This is an optimization exercise on Yosys and OpenROAD, whose aim is small area, a short achievable clock period and few clock cycles per item, not a production implementation.
The RTL was checked by simulation tests, not by an equivalence proof against the original design.
Power figures rest on the tool's default switching activity, not on a simulated workload.

== cedar ==
Design bidc_decoder, start of the top module:
module bidc_decoder (
    input  wire         clk,
    input  wire         rst,
    input  wire         in_valid,
    output wire         in_ready,
    input  wire [7:0]   in_len,
    input  wire [119:0] in_hex,
    output reg          out_valid,
    input  wire         out_ready,
    output wire [2:0]   out_status,
    output wire [11:0]  out_einfo,
    output wire [9:0]   out_cc,
    output wire [3:0]   out_tag,
    output wire [29:0]  out_mmsi,
    output wire [55:0]  out_text,
    output wire [2:0]   out_text_len,
    output wire [7:0]   out_sbn_char,
    output wire [44:0]  out_data,
    output wire [19:0]  out_serial,
    output wire [23:0]  out_addr,
    output wire [9:0]   out_cert,
    output wire [3:0]   out_btype,
    output wire [5:0]   out_num,
    output wire [1:0]   out_aux,
    output wire         out_has_cert,
    output wire         out_has_mmsi,
    output wire [1:0]   out_layout,
    output wire [11:0]  out_tac,
    output wire [11:0]  out_nrls
);
    reg  [0:59] fr;
    reg  [14:0] is_hex;
    reg  [7:0]  ch;
    integer k;
    always @(*) begin
        for (k = 0; k < 15; k = k + 1) begin
            ch = in_hex[119 - 8*k -: 8];
            is_hex[k] = (ch[7:4] == 4'h3 && ch[3:0] <= 4'h9) ||
                        ((ch[7:4] == 4'h4 || ch[7:4] == 4'h6) && ch[3:0] >= 4'h1 && ch[3:0] <= 4'h6);
            fr[4*k + 3] = ch[0] ^ ch[6];
            fr[4*k + 2] = ch[1] ^ (ch[6] && ch[0]);
            fr[4*k + 1] = ch[2] ^ (ch[6] && ch[1] && ch[0]);
            fr[4*k]     = ch[3] || ch[6];
        end
    end
    reg        hex_err;
    reg [11:0] hex_info;
    reg        seen;         
    always @(*) begin
        hex_info = 12'd0;
        seen     = 1'b0;
        for (k = 0; k < 15; k = k + 1) begin
            if (!is_hex[k] && !seen)
  ...
clock: 15.0 ns
lec_check: 0
cap_margin: 20
core_margin: 2
core_utilization: 30
slew_margin: 20
standard.sh (not shown) runs the stock make flow with config.mk's settings and CLKGATE_MAP_FILE= SYNTH_SCRIPT=/design/flow/synth_recipe.tcl, a recipe that flattens the netlist after the stock synthesis.
==> flow/flow/run.sh <==
#!/bin/bash
# Own layout flow: the standard flow (standard synthesis and ORFS steps) with
#  - port buffers of the plain buf_1 cell instead of the delay cell ORFS picks, and
#  - timing repair aiming at a setup slack of SETUP_SLACK_MARGIN ns.
# Each tool's full output goes to the ORFS logs under orfs/logs; make's own output
# goes to standard.log here.
set -euo pipefail
MARGIN=$(cat flow/margin.txt 2>/dev/null || echo 8)
bash standard.sh \
  "BUFFER_PORTS_ARGS=-buffer_cell sky130_fd_sc_hd__buf_1" \
  "SETUP_SLACK_MARGIN=$MARGIN" \
  finish > standard.log 2>&1
==> flow/flow/margin.txt <==
7.5
Testbench counts of cedar, summed over its fixed seeds: cycles 16,008, items 16,000.
Changes in yarrow relative to cedar:
==> flow/flow/margin.txt <==
8
Notes after the runs:
No stage failed in yarrow, and the final checks on the layout all came back clean. Compared with cedar, in yarrow core utilization now larger, via count normalized by instance count now smaller, share of the cycle needed by the critical path after routing now smaller, largest net degree at the start of global routing now smaller. End point of the critical path = r_sfx[19]$_DFFE_PN_: cedar; end point of the critical path = r_sfx[18]$_DFFE_PN_: yarrow.
#### Input delta (sierra over yarrow)
# yarrow
export LEC_CHECK = 0
export CAP_MARGIN = 20
export CORE_MARGIN = 2
export CORE_UTILIZATION = 30
export SLEW_MARGIN = 20
create_clock -name core_clock -period 15.0 [get_ports {clk}]
# sierra
export LEC_CHECK = 0
export CAP_MARGIN = 20
export CORE_MARGIN = 2
export CORE_UTILIZATION = 50
export SLEW_MARGIN = 20
create_clock -name core_clock -period 15.0 [get_ports {clk}]
### Flow results
- Compared with yarrow, sierra shows a higher final critical path time including I/O delays and setup.
- Changes observed in sierra relative to yarrow: setup slack saw a decrease; count of buffers added by post-CTS timing repair for setup saw a decrease; power saw a decrease.
- sierra against yarrow: placed instance area went down; fraction of area in registers went up.
- As of sierra, detailed-placement wirelength estimate had fallen by a little under 10% compared to yarrow.
- sierra ends up with lower fmax than yarrow does.
- yarrow has a higher critical path depth than sierra.
- NOTE fill cell instance count of the final layout yarrow->sierra decreased by more than a quarter
- Cmp sierra vs yarrow: count of clock-buffer cells in the layout higher in sierra
Setup changes, sierra to violet
# sierra
export LEC_CHECK = 0
export CAP_MARGIN = 20
export CORE_MARGIN = 2
export CORE_UTILIZATION = 50
export SLEW_MARGIN = 20
create_clock -name core_clock -period 15.0 [get_ports {clk}]
# violet
export LEC_CHECK = 0
export CAP_MARGIN = 5
export CORE_MARGIN = 2
export CORE_UTILIZATION = 30
export SLEW_MARGIN = 5
create_clock -name core_clock -period 15.0 [get_ports {clk}]
--- outcome ---
Sort violet and sierra by placed instance count, ascending, and sierra comes first. violet | stages: all done | timing, DRC, antenna: all pass. violet reports a higher die width than sierra does. Against sierra, the final cell area of violet is higher. Highest layer used for signal routing = met5: violet; highest layer used for signal routing = met4: sierra. sierra has lower number of antenna violations at the first check in global routing than violet. When the final numbers for violet and sierra were put side by side, the starting density of the core turned out to be greater in sierra. Compared violet vs sierra, and count of clock-buffer cells in the layout is down in violet. Diff sierra -> violet: proportion of final cell area spent on non-clock buffers went up 0.40 points, synthesis-to-layout area growth went up by 3.3 points.
Here is what was changed in the inputs of tundra compared with violet.
# violet
export LEC_CHECK = 0
export CAP_MARGIN = 5
export CORE_MARGIN = 2
export CORE_UTILIZATION = 30
export SLEW_MARGIN = 5
create_clock -name core_clock -period 15.0 [get_ports {clk}]
# tundra
export LEC_CHECK = 0
export CAP_MARGIN = 20
export CORE_MARGIN = 2
export CORE_UTILIZATION = 30
export SLEW_MARGIN = 20
create_clock -name core_clock -period 15.0 [get_ports {clk}]
==> flow/flow/margin.txt <==
8.5
Results
- violet → tundra: part of the total power dissipated in combinational logic up 2.3 points; fill cell total of the finished layout -94.
- Wire length after detailed routing ended up 3.3 mm higher on tundra than on violet.
- Between violet and tundra, the flow reports final standard cell area without fillers increasing by a few percent.
- Utilization ended up 2.3 points higher on tundra than on violet.
- | final cell count | tundra vs violet | 92 higher |

==> what the ideal ports hide <==
No port has a modelled driver above. Below, the same layouts with a new extraction and two added sets of constraints. Step 1 assumes that a clkbuf_16 drives the clock port and a buf_2 every other input. Step 2, shift: input delay + t, output delay - t, t = (earliest + latest rising clock arrival at the registers) / 2. This alone moves slack from input paths to output paths. a / b / c = no drivers / after step 1 / after step 2; a / b = the first two.
run | t (ns) | setup slack, ns | latest minus earliest clock arrival (ns) | worst register clock-pin slew, ns | pins driven straight from the clock port
cedar | 0.428 | 7.669 / 7.678 / 7.272 | 0.019 / 0.020 | 0.10 / 0.10 | 1
yarrow | 0.432 | 8.008 / 7.974 / 7.612 | 0.028 / 0.027 | 0.10 / 0.10 | 1
sierra | 0.436 | 7.906 / 7.854 / 7.571 | 0.016 / 0.016 | 0.09 / 0.09 | 1
violet | 0.433 | 8.008 / 7.954 / 7.638 | 0.029 / 0.029 | 0.11 / 0.11 | 1
tundra | 0.430 | 8.069 / 8.015 / 7.679 | 0.025 / 0.025 | 0.10 / 0.10 | 1
After both steps every run listed still meets setup and hold. For cedar, which loses most, drivers alone change the setup slack by +0.009 ns; drivers and shift together by -0.397 ns.
